Background: an optimization exercise with open tools, aiming at small area, a short achievable clock period and few clock cycles per item. Do not read the settings as production practice.
Where RTL was checked, it was by simulation tests only, not by an equivalence proof against the original.
Power is estimated from default activity; no workload was simulated.

// erf_crc0
module erf_crc0 (
    input  wire        clk,
    input  wire        rst,
    input  wire        in_valid,
    output reg         in_ready,
    input  wire [1:0]  in_op,
    input  wire [15:0] in_data,
    output reg         out_valid,
    input  wire        out_ready,
    output reg  [15:0] out_crc
);
==> flow/config.mk <==
export PLATFORM = sky130hd
export DESIGN_NAME = erf_crc0
export DESIGN_NICKNAME = erf_crc0
export VERILOG_FILES = /design/flow/design.v
export SDC_FILE = /design/flow/constraint.sdc
export NUM_CORES = 4
export LEC_CHECK = 0
export CAP_MARGIN = 20
export CORE_MARGIN = 2
export CORE_UTILIZATION = 40
export PLACE_DENSITY = 0.6
export SETUP_SLACK_MARGIN = 0
export SLEW_MARGIN = 20
export SYNTH_MEMORY_MAX_BITS = 8192
==> flow/constraint.sdc <==
create_clock -name core_clock -period 8.0 [get_ports {clk}]
set_input_delay 1.6000 -clock core_clock [delete_from_list [all_inputs] [get_ports {clk}]]
set_output_delay 1.6000 -clock core_clock [all_outputs]
set_load 0.01 [all_outputs]
run.sh (not shown) runs the stock make flow with config.mk's settings and CLKGATE_MAP_FILE= SYNTH_SCRIPT=/design/flow/synth_recipe.tcl, a recipe that flattens the netlist after the stock synthesis.
==> next run, changes <==
Settings changed: SETUP_SLACK_MARGIN 0 to 5.
Outcome: Worst setup slack improves by 0.75 ns. Area after synthesis does not change. Non-clock buffer count rises by 6. Clock-buffer cell count falls by 1. Via count rises by a few percent. Design area rises by a few percent. Register-to-register slack improves by 0.70 ns.
Function was not checked in any run of this note: the RTL went through the layout flow alone.

---

## the previous run
The RTL this note starts from:
==> flow/design.v <==
module erf_crc0 (
    input  wire        clk,
    input  wire        rst,
    input  wire        in_valid,
    output wire        in_ready,
    input  wire [1:0]  in_op,
    input  wire [15:0] in_data,
    output reg         out_valid,
    input  wire        out_ready,
    output reg  [15:0] out_crc
);
    localparam [1:0] OP_BUILD  = 2'd0;
    localparam [1:0] OP_SEED   = 2'd1;
    localparam [1:0] OP_BYTE   = 2'd2;
    localparam [1:0] OP_FINISH = 2'd3;
    function [15:0] crc_byte;
        input [15:0] poly;
        input [15:0] crc;
        input [7:0]  b;
        reg   [15:0] c;
        integer      n;
        begin
            c = crc ^ {b, 8'h00};
            for (n = 0; n < 8; n = n + 1)
                c = c[15] ? ({c[14:0], 1'b0} ^ poly) : {c[14:0], 1'b0};
            crc_byte = c;
        end
    endfunction
    reg [15:0] poly;
    reg [15:0] seed;
    reg [15:0] crc_run;
    reg        s_valid;
    reg [1:0]  s_op;
    reg [7:0]  s_byte;
    reg        pending;
    assign in_ready = !pending;
    wire accept   = in_valid && !pending;
    wire exec     = s_valid && !pending;
    wire out_free = !out_valid || out_ready;
    wire [15:0] crc_next = crc_byte(poly, crc_run, s_byte);
    always @(posedge clk) begin
        if (accept && in_op == OP_BUILD)
            poly <= in_data;
        if (accept) begin
            s_op   <= in_op;
            s_byte <= in_data[7:0];
        end
    end
    always @(posedge clk) begin
        if (rst) begin
            seed      <= 16'h0000;
            crc_run   <= 16'h0000;
            s_valid   <= 1'b0;
            pending   <= 1'b0;
            out_valid <= 1'b0;
        end else begin
            if (accept && in_op == OP_SEED)
                seed <= in_data;
            if (accept)
                s_valid <= 1'b1;
            else if (exec)
                s_valid <= 1'b0;
            if (out_valid && out_ready)
                out_valid <= 1'b0;
            if (pending) begin
                if (out_ready) begin
                    out_crc   <= crc_run;
                    out_valid <= 1'b1;
                    crc_run   <= seed;
                    pending   <= 1'b0;
                end
            end else if (exec) begin
                case (s_op)
                    OP_BYTE:   crc_run <= crc_next;
                    OP_FINISH: begin
                        if (out_free) begin
                            out_crc   <= crc_run;
                            out_valid <= 1'b1;
                            crc_run   <= seed;
                        end else begin
                            pending   <= 1'b1;
                        end
                    end
                    default:   crc_run <= seed;
                endcase
            end
        end
    end
endmodule
==> flow/config.mk <==
export PLATFORM = sky130hd
export DESIGN_NAME = erf_crc0
export DESIGN_NICKNAME = erf_crc0
export VERILOG_FILES = /design/flow/design.v
export SDC_FILE = /design/flow/constraint.sdc
export NUM_CORES = 4
export LEC_CHECK = 0
export CAP_MARGIN = 20
export CORE_MARGIN = 2
export CORE_UTILIZATION = 40
export PLACE_DENSITY = 0.6
export SETUP_SLACK_MARGIN = 5
export SLEW_MARGIN = 20
export SYNTH_MEMORY_MAX_BITS = 8192
==> flow/constraint.sdc <==
create_clock -name core_clock -period 8.0 [get_ports {clk}]
set_input_delay 1.6000 -clock core_clock [delete_from_list [all_inputs] [get_ports {clk}]]
set_output_delay 1.6000 -clock core_clock [all_outputs]
set_load 0.01 [all_outputs]
Testbench counts of the previous run, summed over its fixed seeds: cycles 20,129, bytes 18,751.
Inputs modified between the previous run and the current run:
Settings: SETUP_SLACK_MARGIN now 4, was 5.
## What came out
- The current run closes out successfully: all stages finished, all timing, DRC and antenna checks passed.
- There was hardly any difference in placed instance count between the previous run and the current run.
- Multi-input combinational cell area in the current run vs the previous run: down 160 um2
- Portion of total power attributed to the clock network, the current run and the previous run, higher one = the current run.
- Diff the current run..the previous run | number of placement rows | negligible
- Diff the previous run -> the current run: reported max-cap violation count saw little to no change; wire length lower.
- The previous run -> the current run: design area decreased slightly
- Cmp the current run vs the previous run: ratio of cells with drive above 1 in the final layout lower in the current run
- Row setup slack: the current run lower / the previous run higher

---

erf_crc0, a different RTL version from the one above (not shown whole).
Size: about 570 cells after synthesis, roughly 40 I/O pins, ~5100 um2 of cells after synthesis.
Settings: LEC_CHECK=0, CAP_MARGIN=20, CORE_MARGIN=2, CORE_UTILIZATION=40, PLACE_DENSITY=0.6, SLEW_MARGIN=20, SYNTH_MEMORY_MAX_BITS=8192; clock period 8.0 ns.
standard.sh (not shown) runs the stock make flow with config.mk's settings and CLKGATE_MAP_FILE= SYNTH_SCRIPT=/design/flow/synth_recipe.tcl, a recipe that flattens the netlist after the stock synthesis.
==> flow/flow/run.sh <==
#!/bin/bash
# The standard layout (the standard.sh, unchanged synthesis) with three
# changes to how ORFS builds it:
#   - port buffers use buf_1 instead of the default clkdlybuf4s50_1
#   - clock tree synthesis without dummy loads, with clkbuf_4/clkbuf_8
#     and clusters of up to 30 sinks
set -euo pipefail
export SETUP_SLACK_MARGIN=5.4
export BUFFER_PORTS_ARGS="-buffer_cell sky130_fd_sc_hd__buf_1"
export CTS_ARGS="-sink_clustering_enable -repair_clock_nets -dont_use_dummy_load -buf_list {sky130_fd_sc_hd__clkbuf_4 sky130_fd_sc_hd__clkbuf_8} -sink_clustering_size 30"
bash standard.sh > standard.log 2>&1
The starting point completed without violations.
Then changed:
--- a/flow/flow/run.sh
+++ b/flow/flow/run.sh
@@ -8 +8 @@
-export SETUP_SLACK_MARGIN=5.4
+export SETUP_SLACK_MARGIN=5.5
What happened: Global-route usage is about the same; via count hardly moves; register-to-register slack is better by 0.10 ns; worst setup slack is better by 0.071 ns; die area stays the same; area after synthesis stays the same; power goes up by 4.7%; utilization goes up by 0.44 points; worst hold slack is better by 0.0040 ns; clock-buffer cell count does not change; non-clock buffer count is unchanged.
No functional check of the RTL was part of any run of this note.

---

run 1:
Another version of the RTL of erf_crc0 (not shown whole).
For scale: ~40 I/O pins, about 5000 um2 of cells after synthesis.
export LEC_CHECK = 0
export CAP_MARGIN = 20
export CORE_MARGIN = 2
export CORE_UTILIZATION = 40
export PLACE_DENSITY = 0.6
export SLEW_MARGIN = 20
export SYNTH_MEMORY_MAX_BITS = 8192
create_clock -name core_clock -period 8.0 [get_ports {clk}]
==> flow/flow/run.sh <==
#!/bin/bash
# The standard layout (the standard.sh, unchanged synthesis) with three
# changes to how ORFS builds it:
#   - port buffers use buf_1 instead of the default clkdlybuf4s50_1
#   - clock tree synthesis without dummy loads, with clkbuf_4/clkbuf_8
#     and clusters of up to 30 sinks
set -euo pipefail
export SETUP_SLACK_MARGIN=5.6
export BUFFER_PORTS_ARGS="-buffer_cell sky130_fd_sc_hd__buf_1"
export CTS_ARGS="-sink_clustering_enable -repair_clock_nets -dont_use_dummy_load -buf_list {sky130_fd_sc_hd__clkbuf_4 sky130_fd_sc_hd__clkbuf_8} -sink_clustering_size 30"
bash standard.sh > standard.log 2>&1
Run 1 reached the final stage; the timing, design-rule and antenna checks on its layout passed.
Testbench counts of run 1, summed over its fixed seeds: cycles 20,140, bytes 18,751.
Edits applied to the flow inputs when going from run 1 to run 2:
diff --git a/flow/flow/run.sh b/flow/flow/run.sh
--- a/flow/flow/run.sh
+++ b/flow/flow/run.sh
@@ -6,5 +6,5 @@
 #     and clusters of up to 30 sinks
 set -euo pipefail
-export SETUP_SLACK_MARGIN=5.6
+export SETUP_SLACK_MARGIN=5.5
 export BUFFER_PORTS_ARGS="-buffer_cell sky130_fd_sc_hd__buf_1"
 export CTS_ARGS="-sink_clustering_enable -repair_clock_nets -dont_use_dummy_load -buf_list {sky130_fd_sc_hd__clkbuf_4 sky130_fd_sc_hd__clkbuf_8} -sink_clustering_size 30"
diff --git a/flow/config.mk b/flow/config.mk
--- a/flow/config.mk
+++ b/flow/config.mk
@@ -8,6 +8,6 @@
 export CAP_MARGIN = 20
 export CORE_MARGIN = 2
-export CORE_UTILIZATION = 40
-export PLACE_DENSITY = 0.6
+export CORE_UTILIZATION = 30
+export PLACE_DENSITY = 0.5
 export SLEW_MARGIN = 20
 export SYNTH_MEMORY_MAX_BITS = 8192
==> comparison <==
Run 1 ended up with out_crc[13]$_DFFE_PP_ as its start point of the critical path; run 2 ended up with out_crc[6]$_DFFE_PP_. Run 2 vs run 1 — proportion of power drawn by the clock network rose 0.6 points. Going from run 1 to run 2, global-route wire length before repair grew by a few percent. Changes observed in run 2 relative to run 1: fraction of area in multi-input gates moved down; maximum frequency moved down; layout buffering overhead excluding clock cells moved down. Compared with run 1, in run 2 number of instances resized during post-cts repair fell by 3; setup slack fell by 0.058 ns.
[inputs] run 3 vs run 2
diff --git a/flow/config.mk b/flow/config.mk
--- a/flow/config.mk
+++ b/flow/config.mk
@@ -8,6 +8,7 @@
 export CAP_MARGIN = 20
 export CORE_MARGIN = 2
-export CORE_UTILIZATION = 30
-export PLACE_DENSITY = 0.5
+export CORE_UTILIZATION = 40
+export PLACE_DENSITY = 0.6
 export SLEW_MARGIN = 20
 export SYNTH_MEMORY_MAX_BITS = 8192
+export TNS_END_PERCENT = 10
Notes after the runs:
Run 3 — cell-internal power 5.8% lower, run 2 as reference. | worst hold margin | run 3 vs run 2 | worse |. In run 3, met1 wire length is lower than in run 2. [compare] base=run 2 new=run 3: fraction of area in registers rose by 1.3 points; part of the power in combinational logic fell by 1.2 points. Side by side, portion of the clock cycle consumed by the worst path in the final layout turned out lower in run 3 than in run 2. A first element of the critical path of out_crc[6]$_DFFE_PP_ is what run 2 shows, while in_ready$_SDFF_PP1_ belongs to run 3. Final core utilization was lower in run 2 than in run 3.
Edits applied to the flow inputs when going from run 3 to run 4:
diff --git a/flow/config.mk b/flow/config.mk
--- a/flow/config.mk
+++ b/flow/config.mk
@@ -8,7 +8,6 @@
 export CAP_MARGIN = 20
 export CORE_MARGIN = 2
-export CORE_UTILIZATION = 40
-export PLACE_DENSITY = 0.6
+export CORE_UTILIZATION = 55
+export PLACE_DENSITY = 0.7
 export SLEW_MARGIN = 20
 export SYNTH_MEMORY_MAX_BITS = 8192
-export TNS_END_PERCENT = 10
Results
Worst setup slack, run 4 and run 3, lower one = run 3.
Die outline width was lower in the run labelled run 4.
On part of the cycle the worst path needs: between run 4 and run 3, it ends up higher for run 3.
The end of the critical path comes out in_ready in one run and out_valid in the other, namely in run 3 and run 4 respectively.
Run 4 and run 3 ended up with roughly the same sequential share of layout area.
Having completed the whole flow, run 3 delivered a layout that passed the timing, design-rule and antenna checks.
Run 4 did not stop at any stage, and its layout met the timing, design-rule and antenna checks.
On finished layout cell area, run 4 and run 3 are neck and neck.
Input changes introduced in run 5 (baseline for comparison: run 4):
diff --git a/flow/config.mk b/flow/config.mk
--- a/flow/config.mk
+++ b/flow/config.mk
@@ -8,6 +8,7 @@
 export CAP_MARGIN = 20
 export CORE_MARGIN = 2
-export CORE_UTILIZATION = 55
-export PLACE_DENSITY = 0.7
+export CORE_UTILIZATION = 40
+export PLACE_DENSITY = 0.6
 export SLEW_MARGIN = 20
 export SYNTH_MEMORY_MAX_BITS = 8192
+export TNS_END_PERCENT = 0
--- outcome ---
In run 5, the total die area came out 36% above the value in run 4.
Run 5 ended up with in_ready$_SDFF_PP1_ as its start point of the critical path; run 4 ended up with out_valid$_SDFF_PP0_.
The power dissipated by switching net loads of run 5 falls short of that of run 4 by 0.0087 mW.
Global routing met2 resource utilization sits lower in run 5 than in run 4.
Re sequential share of layout area: run 4 was higher than run 5.
Switching fraction of total power in run 5 is 0.51 points higher than in run 4
Run 5 vs run 4: routed metal-1 wirelength up
Run 4 and run 5 ended up with roughly the same number of flops mapped to enable cells by yosys.
Run 5 has total power below what run 4 had.
Run 5 vs run 4 — routed wire length rose about 5%.
What run 6 does differently from run 5 at the input level:
diff --git a/flow/config.mk b/flow/config.mk
--- a/flow/config.mk
+++ b/flow/config.mk
@@ -12,3 +12,2 @@
 export SLEW_MARGIN = 20
 export SYNTH_MEMORY_MAX_BITS = 8192
-export TNS_END_PERCENT = 0
## What came out
The clock period minus worst slack of run 6 is lower than that of run 5. Between run 6 and run 5, the insertion delay of the later-clocked pin in the worst-skew pair does not differ in any meaningful way. The highest cell delay on the worst timing path was comparable across run 6 and run 5. NOTE: wire length in run 6 falls short of that of run 5. Run 6: combined flip-flop and latch cell area is about 0.37% higher than what run 5 reported. Lower global-route usage was reported by run 6, not run 5. Per the comparison of run 6 with run 5, sequential fraction of total cell area now smaller, total power increased 2.2%. The layout cell share with drive strength beyond 1 in run 6 sits 3.3 points above the value recorded for run 5.

---

## build 77
erf_crc0, a different RTL version from the one above (not shown whole).
Size: ~85 flip-flops, about 40 I/O pins, ~5100 µm² of cells after synthesis.
## erf_crc0
module erf_crc0 (
    input  wire        clk,
    input  wire        rst,
    input  wire        in_valid,
    output reg         in_ready,
    input  wire [1:0]  in_op,
    input  wire [15:0] in_data,
    output reg         out_valid,
    input  wire        out_ready,
    output reg  [15:0] out_crc
);
    localparam [1:0] OP_BUILD  = 2'd0;
    localparam [1:0] OP_SEED   = 2'd1;
    localparam [1:0] OP_BYTE   = 2'd2;
    localparam [1:0] OP_FINISH = 2'd3;
    function [7:1] quot_inv;
        input [15:9] p;
        reg   [7:0]  h;
        integer      d, k;
        begin
            h = 8'h01;
            for (d = 1; d < 8; d = d + 1) begin
                h[d] = 1'b0;
                for (k = 1; k <= d; k = k + 1)
                    h[d] = h[d] ^ (p[16-k] & h[d-k]);
            end
            quot_inv = h[7:1];
        end
    endfunction
    function [15:0] table_of;
        input [15:0] poly;
        input [7:0]  h;
        input [7:0]  x;
        reg   [7:0]  q;      
        reg   [15:0] r;
        integer      i, m;
        begin
            for (i = 0; i < 8; i = i + 1) begin
                q[7-i] = 1'b0;
                for (m = 0; m <= i; m = m + 1)
                    q[7-i] = q[7-i] ^ (h[i-m] & x[7-m]);
            end
            r = 16'h0000;
            for (i = 0; i < 8; i = i + 1)
                r = r ^ ({16{q[7-i]}} & (poly << (7 - i)));
            table_of = r;
        end
    endfunction
    reg [15:0] poly;
    reg [7:1]  hq;
    reg [15:0] seed;
    reg [15:0] crc_run;
    reg        s_valid;
    reg [1:0]  s_op;
    reg [7:0]  s_x;
    reg        pending;
    wire accept   = in_valid && in_ready;
  ...
export LEC_CHECK = 0
export CAP_MARGIN = 20
export CORE_MARGIN = 2
export CORE_UTILIZATION = 40
export PLACE_DENSITY = 0.6
export SLEW_MARGIN = 20
export SYNTH_MEMORY_MAX_BITS = 8192
create_clock -name core_clock -period 8.0 [get_ports {clk}]
==> flow/flow/run.sh <==
#!/bin/bash
# The standard layout (the standard.sh, unchanged synthesis) with three
# changes to how ORFS builds it:
#   - port buffers use buf_1 instead of the default clkdlybuf4s50_1
#   - clock tree synthesis without dummy loads, with clkbuf_16
#     and clusters of up to 100 sinks
set -euo pipefail
export SETUP_SLACK_MARGIN=5.4
export BUFFER_PORTS_ARGS="-buffer_cell sky130_fd_sc_hd__buf_1"
export CTS_ARGS="-sink_clustering_enable -repair_clock_nets -dont_use_dummy_load -buf_list {sky130_fd_sc_hd__clkbuf_16} -sink_clustering_size 100 -sink_clustering_max_diameter 500"
bash standard.sh > standard.log 2>&1
Build 77: done, clean on timing, DRC and antenna
Testbench counts of build 77, summed over its fixed seeds: cycles 20,151, bytes 18,751.
> inputs changed (build 77 -> build 30)
==> flow/flow/run.sh <==
#!/bin/bash
# The standard layout (the standard.sh, unchanged synthesis) with three
# changes to how ORFS builds it:
#   - port buffers use buf_1 instead of the default clkdlybuf4s50_1
#   - clock tree synthesis without dummy loads, with clkbuf_4/clkbuf_8
#     and clusters of up to 30 sinks
set -euo pipefail
export SETUP_SLACK_MARGIN=5
export BUFFER_PORTS_ARGS="-buffer_cell sky130_fd_sc_hd__buf_1"
export CTS_ARGS="-sink_clustering_enable -repair_clock_nets -dont_use_dummy_load -buf_list {sky130_fd_sc_hd__clkbuf_4 sky130_fd_sc_hd__clkbuf_8} -sink_clustering_size 30"
bash standard.sh > standard.log 2>&1
--- outcome ---
Looking at buffers inserted during post-CTS setup optimization, build 30 sits 5 lower than build 77 does.
Going from build 77 to build 30, clock power decreased by 32% relative to the old numbers; starting density of the core essentially unchanged; biggest cell delay along the critical path shows an increase of 0.15 ns.
Taking build 77 as the reference, in build 30 smallest setup slack after layout moved down; weighted congestion at the end of routability-driven global placement moved down; footprint of the multi-input gates moved down.
Here is what was changed in the inputs of build 35 compared with build 30.
==> flow/flow/run.sh <==
#!/bin/bash
# The standard layout (the standard.sh, unchanged synthesis) with three
# changes to how ORFS builds it:
#   - port buffers use buf_1 instead of the default clkdlybuf4s50_1
#   - clock tree synthesis without dummy loads, with clkbuf_8/clkbuf_16
#     and clusters of up to 50 sinks
set -euo pipefail
export SETUP_SLACK_MARGIN=5.4
export BUFFER_PORTS_ARGS="-buffer_cell sky130_fd_sc_hd__buf_1"
export CTS_ARGS="-sink_clustering_enable -repair_clock_nets -dont_use_dummy_load -buf_list {sky130_fd_sc_hd__clkbuf_8 sky130_fd_sc_hd__clkbuf_16} -sink_clustering_size 50 -sink_clustering_max_diameter 200"
bash standard.sh > standard.log 2>&1
## What came out
In summary, build 35 completed successfully, with a layout that passed the timing, design-rule and antenna checks. Between build 30 and build 35, the area taken by flip-flops and latches figures differ only marginally. Build 35 reports a higher proportion of power drawn by combinational gates than build 30 does. Build 35 vs build 30, slowest cell on the critical path: sky130_fd_sc_hd__xnor3_2 vs sky130_fd_sc_hd__xor3_1. When the final numbers for build 35 and build 30 were put side by side, the via count turned out to be greater in build 35. Compared to build 30, the router laid down more metal wire for build 35. Changes observed in build 35 relative to build 30: number of nets in the final layout went up 13, via count of the first global-routing pass went down 55. Comparing fmax for build 35 and build 30, the bigger number came from build 35.
The following lists how build 23 was set up differently from build 35:
==> flow/flow/run.sh <==
#!/bin/bash
# The standard layout (the standard.sh, unchanged synthesis) with three
# changes to how ORFS builds it:
#   - port buffers use buf_1 instead of the default clkdlybuf4s50_1
#   - clock tree synthesis without dummy loads, with clkbuf_4/clkbuf_8
#     and clusters of up to 30 sinks
set -euo pipefail
export SETUP_SLACK_MARGIN=5.7
export BUFFER_PORTS_ARGS="-buffer_cell sky130_fd_sc_hd__buf_1"
export CTS_ARGS="-sink_clustering_enable -repair_clock_nets -dont_use_dummy_load -buf_list {sky130_fd_sc_hd__clkbuf_4 sky130_fd_sc_hd__clkbuf_8} -sink_clustering_size 30"
bash standard.sh > standard.log 2>&1
Findings:
Sort build 23 and build 35 by weighted congestion reported at the end of routability-driven placement, descending, and build 35 comes first.
When build 23 is measured against build 35, its sequential share of layout area turns out 4.6 points lower.
Higher data arrival time at the worst-slack endpoint was reported by build 35, not build 23.
Input changes introduced in build 45 (baseline for comparison: build 23):
--- a/flow/flow/run.sh
+++ b/flow/flow/run.sh
@@ -8 +8 @@
-export SETUP_SLACK_MARGIN=5.7
+export SETUP_SLACK_MARGIN=5.5
==> results.txt <==
Changes observed in build 45 relative to build 23: maximum vdd ir drop climbed about 18%; non-clock buffer count saw a decrease; power now smaller; post-route cell area shows a reduction of 13%. Per the comparison of build 45 with build 23, wire length lower; minimum setup slack after placement went down by 0.079 ns. Between build 45 and build 23, the maximum frequency does not differ in any meaningful way. Sort build 45 and build 23 by sequential share of cell area, ascending, and build 23 comes first. The fraction of power spent switching nets reported for build 45 is smaller than that of build 23 by 0.83 points. | combinational power | build 45 vs build 23 | about 26% lower |.
Relative to build 45, the following input files were edited for build 66:
--- a/flow/flow/run.sh
+++ b/flow/flow/run.sh
@@ -8 +8 @@
-export SETUP_SLACK_MARGIN=5.5
+export SETUP_SLACK_MARGIN=5.4
[summary]
Compared with build 45, placement density in the core of build 66 is lower.
Est. power | build 66 vs build 45 | build 66 lower
Setup slack (higher): build 45
Between build 66 and build 45, it is build 66 whose worst IR drop on VDD is higher, by 0.48%.

-- static timing again, ports no longer ideal --
In the flow no input, the clock included, has a driving cell. The finished layouts below were timed again as built, in two steps. Step 1 sets driving cells, clkbuf_16 on the clock port and buf_2 on the other inputs (assumed; they add their load-dependent delay and slew). Step 2 adds t to the input delays and takes it off the output delays; t is the mean of the earliest and latest rising clock arrival at the registers after step 1. Input paths then give back, and output paths get back, about the clock's delay inside the block. Slacks: ideal ports / drivers / drivers and shift; pairs: ideal ports / drivers.
run	shift t [ns]	slack for setup (ns)	worst setup path after step 2	clock arrival spread, ns
the first run of note 1	0.375	4.335 / 4.349 / 3.974	input to register	0.007 / 0.008
the second run of note 1	0.370	5.085 / 5.085 / 4.755	input to register	0.008 / 0.007
the previous run	0.375	4.308 / 4.308 / 4.308	register to register	0.014 / 0.014
the current run	0.375	4.208 / 4.208 / 4.208	register to register	0.006 / 0.006
the first run of note 3	0.388	5.451 / 5.420 / 5.265	input to register	0.018 / 0.018
the second run of note 3	0.383	5.522 / 5.491 / 5.234	input to register	0.022 / 0.023
run 1	0.386	5.513 / 5.481 / 5.261	input to register	0.018 / 0.018
run 2	0.406	5.455 / 5.418 / 5.214	input to register	0.027 / 0.026
run 3	0.395	5.480 / 5.446 / 5.105	input to register	0.018 / 0.018
run 4	0.379	5.527 / 5.494 / 5.223	input to register	0.019 / 0.019
run 5	0.395	5.482 / 5.447 / 5.099	input to register	0.020 / 0.020
run 6	0.378	5.534 / 5.500 / 5.230	input to register	0.027 / 0.026
build 77	0.364	5.511 / 5.488 / 5.269	input to register	0.020 / 0.019
build 30	0.387	5.188 / 5.188 / 5.095	input to register	0.020 / 0.020
build 35	0.364	5.511 / 5.488 / 5.269	input to register	0.020 / 0.019
build 23	0.410	5.516 / 5.475 / 5.332	input to register	0.024 / 0.024
build 45	0.377	5.517 / 5.485 / 5.283	input to register	0.026 / 0.025
build 66	0.376	5.497 / 5.467 / 5.258	input to register	0.029 / 0.029
After both steps setup and hold are still met in every run listed. The setup slack of run 5, which loses most, moves by -0.035 ns with the drivers and by -0.383 ns with both steps.
